Background: an optimization exercise with open tools, aiming at a short achievable clock period and few clock cycles. Do not read the settings as production practice. In this exercise RTL edits were held to simulation tests only and were not proved equivalent to the original. Power figures rest on the tool's default switching activity, not on a simulated workload.

==> flow/design.v <==
module pru_blit (
    input  wire        clk,
    input  wire        rst,
    input  wire        cmd_valid,
    output wire        cmd_ready,
    input  wire        cmd_raw,        
    input  wire [15:0] cmd_x0,         
    input  wire [15:0] cmd_y0,
    input  wire [15:0] cmd_x1,
    input  wire [15:0] cmd_y1,
    input  wire [15:0] cmd_x2,         
    input  wire [15:0] cmd_y2,
    input  wire [31:0] src_base,
    input  wire [15:0] src_stride,
    input  wire [15:0] src_w,
    input  wire [15:0] src_h,
    input  wire [4:0]  src_ptype,
    input  wire        src_endian,
    input  wire [2:0]  src_bitoff,
    input  wire        src_axes_swap,
    input  wire        src_x_swap,
    input  wire        src_y_swap,
    input  wire [31:0] dst_base,
    input  wire [15:0] dst_stride,
    input  wire [15:0] dst_w,
    input  wire [15:0] dst_h,
    input  wire [4:0]  dst_ptype,
    input  wire        dst_endian,
    input  wire [2:0]  dst_bitoff,
    input  wire        dst_axes_swap,
    input  wire        dst_x_swap,
    input  wire        dst_y_swap,
    output wire        busy,
    output wire [31:0] cvt_value,
    output wire [4:0]  cvt_src_type,
    output wire [4:0]  cvt_dst_type,
    input  wire [31:0] cvt_result,
    output wire        mem_valid,
    input  wire        mem_ready,
    output wire        mem_we,
    output wire [29:0] mem_addr,
    output wire [31:0] mem_wdata,
    output wire [31:0] mem_wmask,
    input  wire [31:0] mem_rdata       
);
    localparam NC  = 4;                
    localparam PQD = 4;                
    localparam WQD = 4;                
    integer k;
    function [5:0] bpp_of;
        input [4:0] t;
        begin
            case (t)
                5'd0:  bpp_of = 6'd4;
                5'd1:  bpp_of = 6'd8;
                5'd2:  bpp_of = 6'd1;
                5'd3:  bpp_of = 6'd2;
                5'd4:  bpp_of = 6'd4;
                5'd5:  bpp_of = 6'd8;
                5'd6:  bpp_of = 6'd16;
                5'd7:  bpp_of = 6'd16;
                5'd8:  bpp_of = 6'd24;
                5'd9:  bpp_of = 6'd24;
                default: bpp_of = 6'd32;
            endcase
        end
    endfunction
    function [31:0] mask_of;
        input [5:0] w;
        begin
            case (w)
                6'd1:  mask_of = 32'h0000_0001;
                6'd2:  mask_of = 32'h0000_0003;
                6'd4:  mask_of = 32'h0000_000F;
                6'd8:  mask_of = 32'h0000_00FF;
                6'd16: mask_of = 32'h0000_FFFF;
                6'd24: mask_of = 32'h00FF_FFFF;
                default: mask_of = 32'hFFFF_FFFF;
            endcase
        end
    endfunction
    function [20:0] mulw;
        input [15:0] x;
        input [5:0]  w;
        begin
            case (w)
                6'd1:  mulw = {5'd0, x};
                6'd2:  mulw = {4'd0, x, 1'b0};
                6'd4:  mulw = {3'd0, x, 2'b0};
                6'd8:  mulw = {2'd0, x, 3'b0};
                6'd16: mulw = {1'd0, x, 4'b0};
                6'd24: mulw = {1'd0, x, 4'b0} + {2'd0, x, 3'b0};
                default: mulw = {x, 5'b0};
            endcase
        end
    endfunction
    function [4:0] shift_of;
        input [4:0] off;
        input [5:0] w;
        input       be;
        begin
            if (w < 6'd8)
                shift_of = {off[4:3], be ? (3'd0 - w[2:0] - off[2:0]) : off[2:0]};
            else
                shift_of = off;
        end
    endfunction
    reg        a_act;              
    reg        a_last;             
    reg        n_v;                
    reg [2:0]  sst;                
    reg [1:0]  bq_v;               
    reg [3:0]  pq_v;               
    reg        e_v, f_v;
    reg [3:0]  ow_v;               
    reg [3:0]  wq_v;               
    reg [1:0]  rq_v;               
    reg        fill_v;
    assign busy = a_act | n_v | (sst != 3'd0) | (|bq_v) | (|pq_v) | e_v | f_v |
                  (|ow_v) | (|wq_v) | (|rq_v) | fill_v;
    assign cmd_ready = (sst == 3'd0) && !n_v && !a_act;
    wire   cmd_acc   = cmd_valid && cmd_ready;
    reg        c_raw;
    reg [15:0] c_x0, c_y0, c_x1, c_y1, c_x2, c_y2;
    reg [31:0] c_sbase, c_dbase;
    reg [15:0] c_sstr, c_sw, c_sh, c_dstr, c_dw, c_dh;
    reg [4:0]  c_st, c_dt;
    reg        c_se, c_de;
    reg [2:0]  c_so, c_do;
    reg        c_sa, c_sx, c_sy, c_da, c_dx, c_dy;
    wire [5:0] c_ws = bpp_of(c_st);
    wire [5:0] c_wd = bpp_of(c_dt);
    wire       s_ax = !c_raw && c_sa;
    wire       s_xs = !c_raw && c_sx;
    wire       s_ys = !c_raw && c_sy;
    wire       d_ax = !c_raw && c_da;
    wire       d_xs = !c_raw && c_dx;
    wire       d_ys = !c_raw && c_dy;
    reg [15:0] s1_cw, s1_ch, s1_xlo, s1_xhi, s1_ylo, s1_yhi;
    reg [15:0] s2_spxl, s2_spxh, s2_spyl, s2_spyh;
    reg [15:0] s2_dpxl, s2_dpxh, s2_dpyl, s2_dpyh;
    wire       c_xo = (c_x0 <= c_x1);
    wire       c_yo = (c_y0 <= c_y1);
    wire [15:0] s_ul = s_ax ? s1_ylo : s1_xlo;
    wire [15:0] s_uh = s_ax ? s1_yhi : s1_xhi;
    wire [15:0] s_vl = s_ax ? s1_xlo : s1_ylo;
    wire [15:0] s_vh = s_ax ? s1_xhi : s1_yhi;
    wire [15:0] d_u0 = d_ax ? c_y2 : c_x2;
    wire [15:0] d_v0 = d_ax ? c_x2 : c_y2;
    wire [15:0] d_cu = d_ax ? s1_ch : s1_cw;
    wire [15:0] d_cv = d_ax ? s1_cw : s1_ch;
    reg [19:0] s2p_sl [0:3];
    reg [19:0] s2p_sh [0:3];
    reg [19:0] s2p_dl [0:3];
    reg [19:0] s2p_dh [0:3];
    reg [31:0] s_rowl, s_rowh, d_rowl, d_rowh;
    reg [20:0] s3_sxl, s3_sxh, s3_dxl, s3_dxh;
    function [31:0] digsum;
        input [19:0] p0, p1, p2, p3;
        begin
            digsum = {12'd0, p0} + {8'd0, p1, 4'd0} + {4'd0, p2, 8'd0} + {p3, 12'd0};
        end
    endfunction
    reg [34:0] s4_sb, s4_slo, s4_shi, s4_db, s4_dlo, s4_dhi;
    wire [34:0] s_bo = {c_sbase, 3'b000} + {32'd0, c_so};
    wire [34:0] d_bo = {c_dbase, 3'b000} + {32'd0, c_do};
    wire [34:0] s_row  = {16'd0, c_sstr, 3'b000};
    wire [34:0] d_row  = {16'd0, c_dstr, 3'b000};
    wire [34:0] s_col  = {29'd0, c_ws};
    wire [34:0] d_col  = {29'd0, c_wd};
    wire [34:0] s_di = s_ax ? (s_ys ? -s_row : s_row) : (s_xs ? -s_col : s_col);
    wire [34:0] s_dj = s_ax ? (s_xs ? -s_col : s_col) : (s_ys ? -s_row : s_row);
    wire [34:0] d_di = d_ax ? (d_ys ? -d_row : d_row) : (d_xs ? -d_col : d_col);
    wire [34:0] d_dj = d_ax ? (d_xs ? -d_col : d_col) : (d_ys ? -d_row : d_row);
    wire s4_ov = !((s4_shi < s4_dlo) || (s4_dhi < s4_slo));
    wire want_tr = ((s_ax && d_ax) || (s_ax && !d_ax && c_ws >= c_wd) ||
                    (!s_ax && d_ax && c_wd > c_ws)) && (s1_cw != 16'd0) && (s1_ch != 16'd0);
    wire s4_tr = !s4_ov && want_tr;
    wire s5_n  = (sst == 3'd5) && !want_tr && !n_v;
    wire [34:0] s5_sb = s_bo + {(s_ys ? s_rowh : s_rowl), 3'b000} + {14'd0, (s_xs ? s3_sxh : s3_sxl)};
    wire [34:0] s5_db = d_bo + {(d_ys ? d_rowh : d_rowl), 3'b000} + {14'd0, (d_xs ? s3_dxh : s3_dxl)};
    reg [34:0] n_sb, n_db, n_sdi, n_sdj, n_ddi, n_ddj;
    reg [15:0] n_cw, n_ch;
    reg [5:0]  n_ws, n_wd;
    reg        n_se, n_de, n_same, n_ov;
    reg [4:0]  n_st, n_dt;
    wire a_take_n;                 
    always @(posedge clk) begin
        if (rst) begin
            sst <= 3'd0;
            n_v <= 1'b0;
        end else begin
            if (a_take_n) n_v <= 1'b0;
            case (sst)
                3'd0: if (cmd_acc) sst <= 3'd1;
                3'd1: sst <= 3'd2;
                3'd2: sst <= 3'd3;
                3'd3: sst <= 3'd4;
                3'd4: sst <= 3'd5;
                3'd5: if (s5_n) begin
                    n_v <= 1'b1;
                    sst <= 3'd0;
                end else begin
                    sst <= 3'd6;
                end
                default: if (!n_v) begin
                    n_v <= 1'b1;
                    sst <= 3'd0;
                end
            endcase
        end
        if (cmd_acc) begin
            c_raw   <= cmd_raw;
            c_x0    <= cmd_x0;  c_y0 <= cmd_y0;
            c_x1    <= cmd_x1;  c_y1 <= cmd_y1;
            c_x2    <= cmd_x2;  c_y2 <= cmd_y2;
            c_sbase <= src_base;  c_sstr <= src_stride; c_sw <= src_w; c_sh <= src_h;
            c_st    <= src_ptype; c_se <= src_endian;   c_so <= src_bitoff;
            c_sa    <= src_axes_swap; c_sx <= src_x_swap; c_sy <= src_y_swap;
            c_dbase <= dst_base;  c_dstr <= dst_stride; c_dw <= dst_w; c_dh <= dst_h;
            c_dt    <= dst_ptype; c_de <= dst_endian;   c_do <= dst_bitoff;
            c_da    <= dst_axes_swap; c_dx <= dst_x_swap; c_dy <= dst_y_swap;
        end
        if (sst == 3'd1) begin
            s1_cw  <= c_xo ? c_x1 - c_x0 : c_x0 - c_x1;
            s1_ch  <= c_yo ? c_y1 - c_y0 : c_y0 - c_y1;
            s1_xlo <= c_xo ? c_x0 : c_x1;
            s1_xhi <= c_xo ? c_x1 : c_x0;
            s1_ylo <= c_yo ? c_y0 : c_y1;
            s1_yhi <= c_yo ? c_y1 : c_y0;
        end
        if (sst == 3'd2) begin
            s2_spxl <= s_xs ? c_sw - 16'd1 - s_uh : s_ul;
            s2_spxh <= s_xs ? c_sw - 16'd1 - s_ul : s_uh;
            s2_spyl <= s_ys ? c_sh - 16'd1 - s_vh : s_vl;
            s2_spyh <= s_ys ? c_sh - 16'd1 - s_vl : s_vh;
            s2_dpxl <= d_xs ? c_dw - 16'd1 - d_u0 - d_cu : d_u0;
            s2_dpxh <= d_xs ? c_dw - 16'd1 - d_u0 : d_u0 + d_cu;
            s2_dpyl <= d_ys ? c_dh - 16'd1 - d_v0 - d_cv : d_v0;
            s2_dpyh <= d_ys ? c_dh - 16'd1 - d_v0 : d_v0 + d_cv;
        end
        if (sst == 3'd3) begin
            for (k = 0; k < 4; k = k + 1) begin
                s2p_sl[k] <= s2_spyl * ((c_sstr >> (4 * k)) & 16'hF);
                s2p_sh[k] <= s2_spyh * ((c_sstr >> (4 * k)) & 16'hF);
                s2p_dl[k] <= s2_dpyl * ((c_dstr >> (4 * k)) & 16'hF);
                s2p_dh[k] <= s2_dpyh * ((c_dstr >> (4 * k)) & 16'hF);
            end
        end
        if (sst == 3'd4) begin
            s_rowl <= digsum(s2p_sl[0], s2p_sl[1], s2p_sl[2], s2p_sl[3]);
            s_rowh <= digsum(s2p_sh[0], s2p_sh[1], s2p_sh[2], s2p_sh[3]);
            d_rowl <= digsum(s2p_dl[0], s2p_dl[1], s2p_dl[2], s2p_dl[3]);
            d_rowh <= digsum(s2p_dh[0], s2p_dh[1], s2p_dh[2], s2p_dh[3]);
            s3_sxl <= mulw(s2_spxl, c_ws);
            s3_sxh <= mulw(s2_spxh, c_ws);
            s3_dxl <= mulw(s2_dpxl, c_wd);
            s3_dxh <= mulw(s2_dpxh, c_wd);
        end
        if (sst == 3'd5) begin
            s4_sb  <= s5_sb;
            s4_slo <= s_bo + {s_rowl, 3'b000} + {14'd0, s3_sxl};
            s4_shi <= s_bo + {s_rowh, 3'b000} + {14'd0, s3_sxh} + {29'd0, c_ws} - 35'd1;
            s4_db  <= s5_db;
            s4_dlo <= d_bo + {d_rowl, 3'b000} + {14'd0, s3_dxl};
            s4_dhi <= d_bo + {d_rowh, 3'b000} + {14'd0, s3_dxh} + {29'd0, c_wd} - 35'd1;
        end
        if ((sst == 3'd6 && !n_v) || s5_n) begin
            n_sb   <= s5_n ? s5_sb : s4_sb;
            n_db   <= s5_n ? s5_db : s4_db;
            n_sdi  <= s4_tr ? s_dj : s_di;
            n_sdj  <= s4_tr ? s_di : s_dj;
            n_ddi  <= s4_tr ? d_dj : d_di;
            n_ddj  <= s4_tr ? d_di : d_dj;
            n_cw   <= s4_tr ? s1_ch : s1_cw;
            n_ch   <= s4_tr ? s1_cw : s1_ch;
            n_ws   <= c_ws;
            n_wd   <= c_wd;
            n_se   <= c_se;
            n_de   <= c_de;
            n_st   <= c_st;
            n_dt   <= c_dt;
            n_same <= (c_st == c_dt);
            n_ov   <= s4_ov;
        end
    end
    localparam [15:0] NEAR = 16'd3;    
    reg [34:0] a_sb, a_sbr, a_db, a_dbr, a_sdi, a_sdj, a_ddi, a_ddj;
    reg [15:0] a_i, a_j, a_cw, a_ch;
    reg [5:0]  a_ws, a_wd;
    reg        a_se, a_de, a_same, a_ov, a_near;
    reg [4:0]  a_st, a_dt;
    reg        bq_wp, bq_rp;
    wire a_adv = a_act && !bq_v[bq_wp];
    assign a_take_n = n_v && (!a_act || (a_adv && a_last));
    wire [34:0] a_sbr_n = a_sbr + a_sdj;
    wire [34:0] a_dbr_n = a_dbr + a_ddj;
    wire        a_eol   = (a_i == a_cw);
    always @(posedge clk) begin
        if (rst) begin
            a_act <= 1'b0;
        end else if (a_take_n) begin
            a_act <= 1'b1;
        end else if (a_adv && a_last) begin
            a_act <= 1'b0;
        end
        if (a_take_n) begin
            a_sb   <= n_sb;   a_sbr <= n_sb;
            a_db   <= n_db;   a_dbr <= n_db;
            a_sdi  <= n_sdi;  a_sdj <= n_sdj;
            a_ddi  <= n_ddi;  a_ddj <= n_ddj;
            a_i    <= 16'd0;  a_j   <= 16'd0;
            a_cw   <= n_cw;   a_ch  <= n_ch;
            a_last <= (n_cw == 16'd0) && (n_ch == 16'd0);
            a_near <= n_ov ? ((n_cw == 16'd0) && (n_ch == 16'd0))
                           : ((n_ch == 16'd0) && (n_cw <= NEAR));
            a_ws   <= n_ws;   a_wd  <= n_wd;
            a_se   <= n_se;   a_de  <= n_de;
            a_st   <= n_st;   a_dt  <= n_dt;
            a_same <= n_same;
            a_ov   <= n_ov;
        end else if (a_adv) begin
            if (a_eol) begin
                a_i   <= 16'd0;
                a_j   <= a_j + 16'd1;
                a_sb  <= a_sbr_n;  a_sbr <= a_sbr_n;
                a_db  <= a_dbr_n;  a_dbr <= a_dbr_n;
                a_last <= (a_cw == 16'd0) && (a_j + 16'd1 == a_ch);
                a_near <= a_ov ? ((a_cw == 16'd0) && (a_j + 16'd1 == a_ch))
                               : ((a_j + 16'd1 == a_ch) && (a_cw <= NEAR));
            end else begin
                a_i   <= a_i + 16'd1;
                a_sb  <= a_sb + a_sdi;
                a_db  <= a_db + a_ddi;
                a_last <= (a_i + 16'd1 == a_cw) && (a_j == a_ch);
                a_near <= a_ov ? ((a_i + 16'd1 == a_cw) && (a_j == a_ch))
                               : ((a_j == a_ch) && (a_cw - a_i - 16'd1 <= NEAR));
            end
        end
    end
    wire [29:0] r_a0 = a_sb[34:5];
    wire [29:0] r_a1 = a_sb[34:5] + 30'd1;
    wire        r_ss = ({1'b0, a_sb[4:0]} + a_ws) > 6'd32;
    wire [4:0]  r_sh = shift_of(a_sb[4:0], a_ws, a_se);
    wire [29:0] r_b0 = a_db[34:5];
    wire [29:0] r_b1 = a_db[34:5] + 30'd1;
    wire        r_ds = ({1'b0, a_db[4:0]} + a_wd) > 6'd32;
    wire [4:0]  r_dh = shift_of(a_db[4:0], a_wd, a_de);
    reg [29:0] q_a0 [0:1];
    reg [29:0] q_a1 [0:1];
    reg [29:0] q_b0 [0:1];
    reg [29:0] q_b1 [0:1];
    reg        q_ss [0:1];
    reg        q_ds [0:1];
    reg        q_same [0:1];
    reg [4:0]  q_sh [0:1];
    reg [4:0]  q_dh [0:1];
    reg [4:0]  q_st [0:1];
    reg [4:0]  q_dt [0:1];
    reg [5:0]  q_ws [0:1];
    reg [5:0]  q_wd [0:1];
    wire        b_v    = bq_v[bq_rp];
    wire [29:0] b_a0   = q_a0[bq_rp];
    wire [29:0] b_a1   = q_a1[bq_rp];
    wire [29:0] b_b0   = q_b0[bq_rp];
    wire [29:0] b_b1   = q_b1[bq_rp];
    wire        b_ss   = q_ss[bq_rp];
    wire        b_ds   = q_ds[bq_rp];
    wire [4:0]  b_sh   = q_sh[bq_rp];
    wire [4:0]  b_dh   = q_dh[bq_rp];
    wire [5:0]  b_ws   = q_ws[bq_rp];
    wire [5:0]  b_wd   = q_wd[bq_rp];
    wire [4:0]  b_st   = q_st[bq_rp];
    wire [4:0]  b_dt   = q_dt[bq_rp];
    wire        b_same = q_same[bq_rp];
    reg [29:0] ct [0:NC-1];
    reg [31:0] cd [0:NC-1];
    reg [NC-1:0] cv, cp;           
    reg [1:0]  rr;                 
    reg [1:0]  pq_i0 [0:PQD-1];
    reg [1:0]  pq_i1 [0:PQD-1];
    reg        pq_ss [0:PQD-1];
    reg [4:0]  pq_sh [0:PQD-1];
    reg [5:0]  pq_ws [0:PQD-1];
    reg [29:0] pq_b0 [0:PQD-1];
    reg [29:0] pq_b1 [0:PQD-1];
    reg        pq_ds [0:PQD-1];
    reg [4:0]  pq_dh [0:PQD-1];
    reg [5:0]  pq_wd [0:PQD-1];
    reg [4:0]  pq_st [0:PQD-1];
    reg [4:0]  pq_dt [0:PQD-1];
    reg        pq_same [0:PQD-1];
    reg [1:0]  pq_rp, pq_wp;
    reg [31:0] e_val;
    reg [29:0] e_b0, e_b1;
    reg        e_ds, e_same;
    reg [4:0]  e_dh, e_st, e_dt;
    reg [5:0]  e_wd;
    reg [31:0] f_res;
    reg [29:0] f_b0, f_b1;
    reg        f_ds;
    reg [4:0]  f_dh;
    reg [5:0]  f_wd;
    localparam NO = 4;
    reg [29:0] ow_addr [0:NO-1];
    reg [31:0] ow_data [0:NO-1];
    reg [31:0] ow_mask [0:NO-1];
    reg [1:0]  ow_ptr;
    reg [29:0] wq_addr [0:WQD-1];
    reg [31:0] wq_data [0:WQD-1];
    reg [31:0] wq_mask [0:WQD-1];
    reg [1:0]  wq_rp, wq_wp;
    reg        rq_we   [0:1];
    reg [29:0] rq_addr [0:1];
    reg [31:0] rq_data [0:1];
    reg [31:0] rq_mask [0:1];
    reg [1:0]  rq_idx  [0:1];
    reg        rq_wp, rq_rp;
    reg [1:0]  fill_idx;
    reg [NC-1:0] m0, m1;
    always @* begin
        for (k = 0; k < NC; k = k + 1) begin
            m0[k] = (cv[k] | cp[k]) && (ct[k] == b_a0);
            m1[k] = (cv[k] | cp[k]) && (ct[k] == b_a1);
        end
    end
    wire h0 = |m0;
    wire h1 = !b_ss || (|m1);
    wire [1:0] i0 = m0[1] ? 2'd1 : m0[2] ? 2'd2 : m0[3] ? 2'd3 : 2'd0;
    wire [1:0] i1 = m1[1] ? 2'd1 : m1[2] ? 2'd2 : m1[3] ? 2'd3 : 2'd0;
    function hz_pix;
        input [29:0] x;
        input        v;
        input [29:0] p0, p1;
        input        ps;
        begin
            hz_pix = v && ((p0 == x) || (ps && (p1 == x)));
        end
    endfunction
    reg haz;
    always @* begin
        haz = 1'b0;
        for (k = 0; k < PQD; k = k + 1) begin
            haz = haz | hz_pix(b_a0, pq_v[k], pq_b0[k], pq_b1[k], pq_ds[k]);
            haz = haz | (b_ss && hz_pix(b_a1, pq_v[k], pq_b0[k], pq_b1[k], pq_ds[k]));
        end
        haz = haz | hz_pix(b_a0, e_v, e_b0, e_b1, e_ds) | (b_ss && hz_pix(b_a1, e_v, e_b0, e_b1, e_ds));
        haz = haz | hz_pix(b_a0, f_v, f_b0, f_b1, f_ds) | (b_ss && hz_pix(b_a1, f_v, f_b0, f_b1, f_ds));
        for (k = 0; k < NO; k = k + 1)
            haz = haz | (ow_v[k] && ((ow_addr[k] == b_a0) || (b_ss && (ow_addr[k] == b_a1))));
        for (k = 0; k < WQD; k = k + 1)
            haz = haz | (wq_v[k] && ((wq_addr[k] == b_a0) || (b_ss && (wq_addr[k] == b_a1))));
        haz = haz & b_v;
    end
    reg [NC-1:0] inuse;
    always @* begin
        inuse = 0;
        for (k = 0; k < PQD; k = k + 1) begin
            if (pq_v[k]) begin
                inuse[pq_i0[k]] = 1'b1;
                if (pq_ss[k]) inuse[pq_i1[k]] = 1'b1;
            end
        end
    end
    wire [NC-1:0] vbase = ~inuse & ~cp;
    wire [7:0]  vf2 = {vbase, vbase} >> rr;
    wire [1:0]  vo1 = vf2[0] ? 2'd0 : vf2[1] ? 2'd1 : vf2[2] ? 2'd2 : 2'd3;
    wire [1:0]  vo2 = (vf2[0] && vf2[1]) ? 2'd1 :
                      ((vf2[0] ^ vf2[1]) && vf2[2]) ? 2'd2 : 2'd3;
    wire        vh1 = |vf2[3:0];
    wire        vh2 = (vf2[0] + vf2[1] + vf2[2] + vf2[3]) >= 3'd2;
    wire [1:0]  va  = rr + vo1;
    wire [1:0]  vb  = rr + vo2;
    wire        v_avoid = !h0 ? (b_ss && (|m1)) : 1'b1;
    wire [1:0]  v_aidx  = !h0 ? i1 : i0;
    wire        v_skip  = v_avoid && (va == v_aidx);
    wire [1:0]  vic  = v_skip ? vb : va;
    wire        vany = v_skip ? vh2 : vh1;
    wire miss0 = !h0;
    wire miss1 = h0 && !h1;
    wire rd_req = b_v && !haz && (miss0 || miss1) && vany;
    wire [29:0] rd_addr = miss0 ? b_a0 : b_a1;
    wire wq_any   = wq_v[wq_rp];
    wire wq_two   = (wq_v[0] + wq_v[1] + wq_v[2] + wq_v[3]) >= 3'd2;
    wire can_push = !rq_v[rq_wp];
    wire push_wr  = can_push && wq_any && (wq_two || !rd_req);
    wire push_rd  = can_push && rd_req && !push_wr;
    wire h0n = h0 || (push_rd && miss0);
    wire h1n = h1 || (push_rd && miss1);
    wire [1:0] i0n = h0 ? i0 : vic;
    wire [1:0] i1n = (b_ss && !h1) ? vic : i1;
    wire pq_space = !pq_v[pq_wp];
    wire b_adv = b_v && !haz && pq_space && h0n && h1n;
    wire [1:0]  x_i0 = pq_i0[pq_rp];
    wire [1:0]  x_i1 = pq_i1[pq_rp];
    wire        x_ss = pq_ss[pq_rp];
    reg  [PQD-1:0] pq_rdy;
    always @* begin
        for (k = 0; k < PQD; k = k + 1)
            pq_rdy[k] = pq_v[k] && cv[pq_i0[k]] && (!pq_ss[k] || cv[pq_i1[k]]);
    end
    wire        x_rdy = pq_rdy[pq_rp];
    wire [63:0] x_win = {cd[x_i1], cd[x_i0]} >> pq_sh[pq_rp];
    wire [31:0] x_val = x_win[31:0] & mask_of(pq_ws[pq_rp]);
    wire [31:0] f_dm   = mask_of(f_wd);
    wire [63:0] f_d64  = {32'd0, f_res & f_dm} << f_dh;
    wire [63:0] f_m64  = {32'd0, f_dm} << f_dh;
    wire        wq_space = !wq_v[wq_wp];
    reg  [NO-1:0] f_m0, f_m1;
    always @* begin
        for (k = 0; k < NO; k = k + 1) begin
            f_m0[k] = ow_v[k] && (ow_addr[k] == f_b0);
            f_m1[k] = ow_v[k] && (ow_addr[k] == f_b1) && f_ds;
        end
    end
    wire        f_h0 = |f_m0;
    wire        f_h1 = !f_ds || (|f_m1);
    wire        f_need = !f_h0 || !f_h1;
    wire [1:0]  f_slot = (f_h0 ? f_m0[ow_ptr] : f_m1[ow_ptr]) ? ow_ptr + 2'd1 : ow_ptr;
    wire        f_evict = ow_v[f_slot];
    wire        f_act  = f_v && (!f_need || !f_evict || wq_space);
    wire        f_done = f_act && (f_h0 || f_h1);
    wire        f_take  = !f_v || f_done;
    wire        e_adv   = e_v && f_take;
    wire        e_take  = !e_v || e_adv;
    wire        x_pop   = x_rdy && e_take;
    wire        o_idle  = !f_v && (haz || (!(|bq_v) && !a_act));
    wire [1:0]  o_fidx  = ow_v[0] ? 2'd0 : ow_v[1] ? 2'd1 : ow_v[2] ? 2'd2 : 2'd3;
    wire        o_flush = o_idle && (|ow_v) && wq_space;
    wire        wq_push  = (f_act && f_need && f_evict) || o_flush;
    wire [1:0]  wq_pidx  = o_flush ? o_fidx : f_slot;
    wire [29:0] wq_paddr = ow_addr[wq_pidx];
    wire [31:0] wq_pdata = ow_data[wq_pidx];
    wire [31:0] wq_pmask = ow_mask[wq_pidx];
    wire h_taken = rq_v[rq_rp] && mem_ready;
    wire push    = push_wr || push_rd;
    wire [29:0] p_addr = push_wr ? wq_addr[wq_rp] : rd_addr;
    wire [31:0] p_data = wq_data[wq_rp];
    wire [31:0] p_mask = wq_mask[wq_rp];
    always @(posedge clk) begin
        if (rst) begin
            bq_v  <= 2'b00;
            bq_wp <= 1'b0;
            bq_rp <= 1'b0;
        end else begin
            if (a_adv) begin
                bq_v[bq_wp] <= 1'b1;
                bq_wp <= !bq_wp;
            end
            if (b_adv) begin
                bq_v[bq_rp] <= 1'b0;
                bq_rp <= !bq_rp;
            end
        end
        if (!bq_v[bq_wp]) begin
            q_a0[bq_wp] <= r_a0; q_a1[bq_wp] <= r_a1; q_ss[bq_wp] <= r_ss; q_sh[bq_wp] <= r_sh;
            q_ws[bq_wp] <= a_ws; q_b0[bq_wp] <= r_b0; q_b1[bq_wp] <= r_b1; q_ds[bq_wp] <= r_ds;
            q_dh[bq_wp] <= r_dh; q_wd[bq_wp] <= a_wd; q_st[bq_wp] <= a_st; q_dt[bq_wp] <= a_dt;
            q_same[bq_wp] <= a_same;
        end
        if (push_rd) begin
            ct[vic]  <= rd_addr;
            cp[vic]  <= 1'b1;
            cv[vic]  <= 1'b0;
            rr       <= vic + 2'd1;
        end
        if (fill_v) begin
            cd[fill_idx] <= mem_rdata;
            cv[fill_idx] <= 1'b1;
            cp[fill_idx] <= 1'b0;
        end
        if (f_v) begin
            for (k = 0; k < NC; k = k + 1)
                if ((ct[k] == f_b0) || (f_ds && (ct[k] == f_b1)))
                    cv[k] <= 1'b0;
        end
        if (rst || !busy) begin
            cv <= 0;
            cp <= 0;
            rr <= 2'd0;
        end
        if (rst) begin
            pq_v   <= 0;
            pq_rp  <= 2'd0;
            pq_wp  <= 2'd0;
        end else begin
            if (b_adv) begin
                pq_v[pq_wp] <= 1'b1;
                pq_wp <= pq_wp + 2'd1;
            end
            if (x_pop) begin
                pq_v[pq_rp] <= 1'b0;
                pq_rp <= pq_rp + 2'd1;
            end
        end
        if (!pq_v[pq_wp]) begin
            pq_i0[pq_wp]   <= i0n;
            pq_i1[pq_wp]   <= i1n;
            pq_ss[pq_wp]   <= b_ss;
            pq_sh[pq_wp]   <= b_sh;
            pq_ws[pq_wp]   <= b_ws;
            pq_b0[pq_wp]   <= b_b0;
            pq_b1[pq_wp]   <= b_b1;
            pq_ds[pq_wp]   <= b_ds;
            pq_dh[pq_wp]   <= b_dh;
            pq_wd[pq_wp]   <= b_wd;
            pq_st[pq_wp]   <= b_st;
            pq_dt[pq_wp]   <= b_dt;
            pq_same[pq_wp] <= b_same;
        end
        if (rst) e_v <= 1'b0;
        else if (e_take) e_v <= x_pop;
        if (x_pop) begin
            e_val  <= x_val;
            e_b0   <= pq_b0[pq_rp];
            e_b1   <= pq_b1[pq_rp];
            e_ds   <= pq_ds[pq_rp];
            e_dh   <= pq_dh[pq_rp];
            e_wd   <= pq_wd[pq_rp];
            e_st   <= pq_st[pq_rp];
            e_dt   <= pq_dt[pq_rp];
            e_same <= pq_same[pq_rp];
        end
        if (rst) f_v <= 1'b0;
        else if (f_take) f_v <= e_adv;
        if (e_adv) begin
            f_res <= e_same ? e_val : cvt_result;
            f_b0  <= e_b0;
            f_b1  <= e_b1;
            f_ds  <= e_ds;
            f_dh  <= e_dh;
            f_wd  <= e_wd;
        end
        if (rst) begin
            ow_v   <= 0;
            ow_ptr <= 2'd0;
        end else begin
            if (o_flush)
                ow_v[o_fidx] <= 1'b0;
            if (f_act && f_need) begin
                ow_v[f_slot] <= 1'b1;
                ow_ptr <= f_slot + 2'd1;
            end
        end
        for (k = 0; k < NO; k = k + 1) begin
            if (f_act && f_m0[k]) begin
                ow_data[k] <= (ow_data[k] & ~f_m64[31:0]) | f_d64[31:0];
                ow_mask[k] <= ow_mask[k] | f_m64[31:0];
            end
            if (f_act && f_m1[k]) begin
                ow_data[k] <= (ow_data[k] & ~f_m64[63:32]) | f_d64[63:32];
                ow_mask[k] <= ow_mask[k] | f_m64[63:32];
            end
        end
        if (f_act && f_need) begin
            ow_addr[f_slot] <= f_h0 ? f_b1 : f_b0;
            ow_data[f_slot] <= f_h0 ? f_d64[63:32] : f_d64[31:0];
            ow_mask[f_slot] <= f_h0 ? f_m64[63:32] : f_m64[31:0];
        end
        if (rst) begin
            wq_v   <= 0;
            wq_rp  <= 2'd0;
            wq_wp  <= 2'd0;
        end else begin
            if (wq_push) begin
                wq_v[wq_wp] <= 1'b1;
                wq_wp <= wq_wp + 2'd1;
            end
            if (push_wr) begin
                wq_v[wq_rp] <= 1'b0;
                wq_rp <= wq_rp + 2'd1;
            end
        end
        if (wq_push) begin
            wq_addr[wq_wp] <= wq_paddr;
            wq_data[wq_wp] <= wq_pdata;
            wq_mask[wq_wp] <= wq_pmask;
        end
        if (rst) begin
            rq_v   <= 2'b00;
            rq_wp  <= 1'b0;
            rq_rp  <= 1'b0;
            fill_v <= 1'b0;
        end else begin
            fill_v <= h_taken && !rq_we[rq_rp];
            if (push) begin
                rq_v[rq_wp] <= 1'b1;
                rq_wp <= !rq_wp;
            end
            if (h_taken) begin
                rq_v[rq_rp] <= 1'b0;
                rq_rp <= !rq_rp;
            end
        end
        fill_idx <= rq_idx[rq_rp];
        if (can_push) begin
            rq_we[rq_wp]   <= push_wr;
            rq_addr[rq_wp] <= p_addr;
            rq_data[rq_wp] <= p_data;
            rq_mask[rq_wp] <= p_mask;
            rq_idx[rq_wp]  <= vic;
        end
    end
    assign cvt_value    = e_val;
    assign cvt_src_type = e_st;
    assign cvt_dst_type = e_dt;
    assign mem_valid = rq_v[rq_rp];
    assign mem_we    = rq_we[rq_rp];
    assign mem_addr  = rq_addr[rq_rp];
    assign mem_wdata = rq_data[rq_rp];
    assign mem_wmask = rq_mask[rq_rp];
endmodule
==> flow/run.sh <==
#!/bin/bash
# synth_recipe.tcl (not shown) runs the flow's synth.tcl, then flattens the netlist and writes it again
# the make line also repeats each setting of config.mk as NAME=value (left out here)
make -C /OpenROAD-flow-scripts/flow DESIGN_CONFIG=/design/flow/config.mk WORK_HOME=/design/flow/orfs CLKGATE_MAP_FILE= SYNTH_SCRIPT=/design/flow/synth_recipe.tcl finish
==> flow/config.mk <==
export PLATFORM = sky130hd
export DESIGN_NAME = pru_blit
export DESIGN_NICKNAME = pru_blit
export VERILOG_FILES = /design/flow/design.v
export SDC_FILE = /design/flow/constraint.sdc
export NUM_CORES = 4
export LEC_CHECK = 0
export CAP_MARGIN = 70
export CORE_MARGIN = 2
export CORE_UTILIZATION = 40
export PLACE_DENSITY = 0.6
export SLEW_MARGIN = 70
==> flow/constraint.sdc <==
create_clock -name core_clock -period 15.0 [get_ports {clk}]
set_input_delay 3.0000 -clock core_clock [delete_from_list [all_inputs] [get_ports {clk}]]
set_output_delay 3.0000 -clock core_clock [all_outputs]
set_load 0.01 [all_outputs]
==> flow_metrics.py <==
metrics = {
    "run_status": {
        "status": "complete, no violations",
    },
    "floorplan": {
        "die_area_sq_mm": 0.656,
        "core_area_sq_mm": 0.646,
        "core.rowCount": 295,
        "die_h_um": 810,
        "dieWidth_um": 810,
        "io_pins": 489,
        "initial_core_util_pct": 40.2,
    },
    "clock_tree": {
        "numCtsBuffers": 448,
        "tritoncts": "built",
        "root_buffer": "clkbuf_16",
        "cts_hold_buf": 0,
        "cts.repair.resized": 0,
        "clkTransAtPathRegs_ns": 0.06,
        "clockBufferDepth": 4,
        "cts.sinks": 4063,
        "postCtsSetupBuffers": 0,
        "clock_latency_ns": 1.13,
        "h-tree-depth": 5,
    },
    "logic_synthesis": {
        "ys_seq_area_share_pct": 46.6,
        "post-synth-top-area-fraction_pct": 45.8,
        "ys.flop_type": "edfxtp_1",
        "ys_top_cells_by_count": "3963 x edfxtp_1, 2017 x nand2_1, 1935 x xnor2_1, 1546 x ha_1, 1438 x inv_1",
        "yosysMostFrequentCell": "edfxtp_1",
        "synthTopCellsByArea": "edfxtp_1 46%, ha_1 7.4%, xnor2_1 6.5%, fa_1 5.4%, xor2_1 3.4%",
        "synth.largest_area_cell": "edfxtp_1",
        "synthArstFlopShare_pct": 0,
        "synth_enable_flop_cells": 3963,
        "ys_types": 111,
        "synth_cells": 22400,
        "syn_avg_cell_area_sq_um": 11.6,
        "synth.cell_area_sq_mm": 0.260,
        "synth.net_count": 25000,
        "yosys_warnings": 5,
        "synth_seq_cells": 4063,
    },
    "place": {
        "portBuffers": 488,
        "hpwlAfterDp_um": 723000,
        "place_area_sq_mm": 0.285,
        "place_congestion": 1.04,
    },
    "routing": {
        "top_layer_used": "met5",
        "drt-wirelength-per-cell_um": 29.5,
        "wl_met1_um": 380000,
        "drt-initial-drc-count": 23200,
        "drt_pass1_iterations": 14,
        "num_vias": 187000,
        "wl_um": 954000,
        "drc": 0,
        "wl_met2_um": 424000,
        "vias_per_cell": 5.79,
        "route.met3.wl_um": 83700,
        "drtAntennaViolNets": 0,
    },
    "power": {
        "power_frac_comb_pct": 38.8,
        "power_mw": 42.2,
        "switching_power_mw": 15.2,
        "leakagePower_nw": 114,
        "seqPwrFrac_pct": 34.2,
        "intPower_mw": 27.0,
        "power.density_mw_per_mm2": 140,
        "p_clk_share_pct": 27.0,
        "swShare_pct": 36.1,
        "ir_worst_vdd_v": 0.000118,
    },
    "timing": {
        "hold_viol": 0,
        "skew_ns": 0.144,
        "setup_tns_ns": 0,
        "slew_headroom_pct": 64.2,
        "final-setup-viol-count": 0,
        "slew_viol_final": 0,
        "fmax_mhz": 139,
        "finalCritPeriodShare_pct": 47.8,
        "tightest_slew_ns": 0.531,
        "rsz0062_at_grt": "no",
        "min_period_ns": 7.17,
    },
    "critical_path": {
        "reg2reg_depth": 26,
        "path_class": "flip-flop to flip-flop",
        "crit_path_end": "wq_data[1][14]",
        "cp.arrival_ns": 7.94,
        "r2r_end": "wq_data[1][14]",
        "critPathMaxFanout": 36,
        "r2r_slack_ns": 7.83,
        "crit_required_ns": 15.77,
        "cp-start-kind": "flip-flop",
        "crit_path_end_kind": "flip-flop",
    },
    "layout": {
        "fillers": 57900,
        "regArea_sq_mm": 0.121,
        "multiInputGateArea_sq_mm": 0.132,
        "design_area_sq_mm": 0.302,
        "fin_nets": 25900,
        "syn_to_final_growth_pct": 16.2,
        "drive_gt1_share_pct": 14.6,
    },
    "global_routing": {
        "grt_pass1_wl_um": 1350000,
        "grt_usage_pct": 28.3,
        "first_global_vias": 182000,
        "grt_max_degree": 88,
        "antenna_found_initial": 60,
        "grt_overflow": 0,
    },
    "run": {
        "maxCapViolCount": 0,
    },
    "worst_hold_path": {
        "hp-class": "flip-flop to flip-flop",
    },
}
-- flip-flops by register name, summed over array words and instances (netlist names), 120 cells and up, named ones only --
name     cells
cd         128
pq_b1      120
ct         120
ow_addr    120
wq_data    128
pq_b0      120
ow_data    128
wq_mask    128
wq_addr    120
ow_mask    128
-- critical path: stages (launching register included) --
cell and delay, ns:
dfxtp_4 0.39, buf_16 0.17, buf_8 0.25, buf_12 0.26
buf_8 0.27, buf_12 0.24, mux2i_4 0.25, buf_4 0.31
buf_6 0.43, xor2_1 0.18, nand4_1 0.09, or4_1 0.53
nor4_1 0.26, o21ai_0 0.13, a21oi_1 0.31, a2111oi_2 0.12
nand3_1 0.11, o211ai_2 0.11, buf_4 0.25, o31a_2 0.27
nor2b_4 0.29, buf_4 0.25, buf_4 0.19, buf_4 0.21
buf_8 0.20, buf_12 0.24, buf_8 0.37
-- power by group through the flow --
stage	registers [mW]	clock network [mW]	logic, mW
finish	14.4	11.4	16.4
CTS	14.4	11.6	16.3
global placement	14.9	0	14.9
global route	14.5	12.0	18.2
floorplan	14.5	0	11.0
detailed placement	14.7	0	16.1
-- layout make-up --
| type | instances | area share, % |
|---|---|---|
| multi-input cells | 15700 | 43.8 |
| clock buffers | 530 | 3.87 |
| clock inverters | 305 | 1.12 |
| well taps | 8613 | 3.57 |
| repair buffers | 1684 | 5.67 |
| flip-flops and latches | 4063 | 40.1 |
| diodes | 24 | 0.0199 |
| inverters | 1445 | 1.83 |
-- worst min-delay path by stage --
| stage | startpoint | to | slack, ns | cells past startpoint |
|---|---|---|---|---|
| after floorplan | n_ddi[0] | a_ddi[0] | 0.40 | 0 |
| after global placement | n_ddi[24] | a_ddi[24] | 0.40 | 0 |
| after detailed placement | n_ddi[30] | a_ddi[30] | 0.40 | 0 |
| after CTS | n_ddj[34] | a_ddj[34] | 0.39 | 0 |
| after global routing | n_ddj[34] | a_ddj[34] | 0.39 | 0 |
| final | n_ddj[34] | a_ddj[34] | 0.38 | 0 |
-- layer usage --
| layer | vias to the layer above | global-route usage (%) |
|---|---|---|
| met2 | 9224 | 44.3 |
| li1 | 82600 | - |
| met1 | 93200 | 36.8 |
| met3 | 2375 | 5.81 |
| met5 | - | 0.168 |
| met4 | 32 | 15.5 |
-- placed cells by master, fill, tap and decap left out, types with 87 or more instances in the layout --
cell	n
o21ai_1	126
buf_12	130
nand2_1	2005
o21ai_0	786
nor2b_1	124
o21a_1	122
a211oi_1	145
nand2b_1	131
mux2i_1	383
nor2_1	958
buf_2	277
ha_1	1546
xnor2_2	87
nor3_1	250
mux2_2	440
nor4_1	326
buf_8	126
and3_1	98
a21oi_1	1108
xor2_1	970
buf_4	446
nand3_1	248
mux2i_4	128
edfxtp_1	3963
o211ai_1	99
and2_1	432
clkdlybuf4s50_1	484
a21o_1	271
a31oi_1	154
mux4_2	352
buf_6	134
clkbuf_16	449
xnor2_1	1848
o21bai_1	197
or3_1	96
nand4_1	370
a22oi_1	136
fa_1	700
inv_1	1428
-- cells by family (layout without fill, tap and decap cells) --
kind of cell	Yosys count	in the layout	synth area share (%)
simple gates	5356	5356	9.85
flops	4063	4063	46.6
compound gates	3769	3769	9.05
xor+xnor	2938	2938	9.91
buf+inv	2601	3964	4.13
fa+ha+maj	2254	2254	12.9
mux	1383	1383	7.59
other cells	0	24	0
-- through the flow --
step | hold slack [ns] | util [%] | worst slack, ns | std cells
after floorplan | 0.400 | - | 0.343 | 22400
after global placement | 0.400 | 42.4 | 5.27 | 30700
after detailed placement | 0.405 | 44.2 | 7.87 | 31500
after CTS | 0.388 | 46.5 | 7.92 | 32300
after global routing | 0.393 | 46.7 | 7.63 | 32300
final | 0.382 | 46.7 | 7.83 | 32400
Testbench counts, summed over its fixed seeds: cycles 53,219.

[separate check: timing with driven ports]
The results above use ideal ports. As a check the final layout listed here was re-extracted and re-timed, cells and wires unchanged. Step 1, drivers: a clkbuf_16 drives clk and a buf_2 each remaining input, both assumed. Step 2, shift: input delay + t, output delay - t, t = (earliest + latest rising clock arrival at the registers) / 2. This alone moves slack from input paths to output paths. Three values: no drivers, after step 1, after step 2; two values: the first two.
t, ns: 1.196
setup WS [ns]: 7.829 / 7.829 / 7.829
worst register clock-pin slew, ns: 0.08 / 0.08
worst slew at a driven data input, ns: 0.17
After both steps this run still meets setup and hold. The setup slack of this run moves by 0.000 ns with the drivers and by 0.000 ns with both steps.
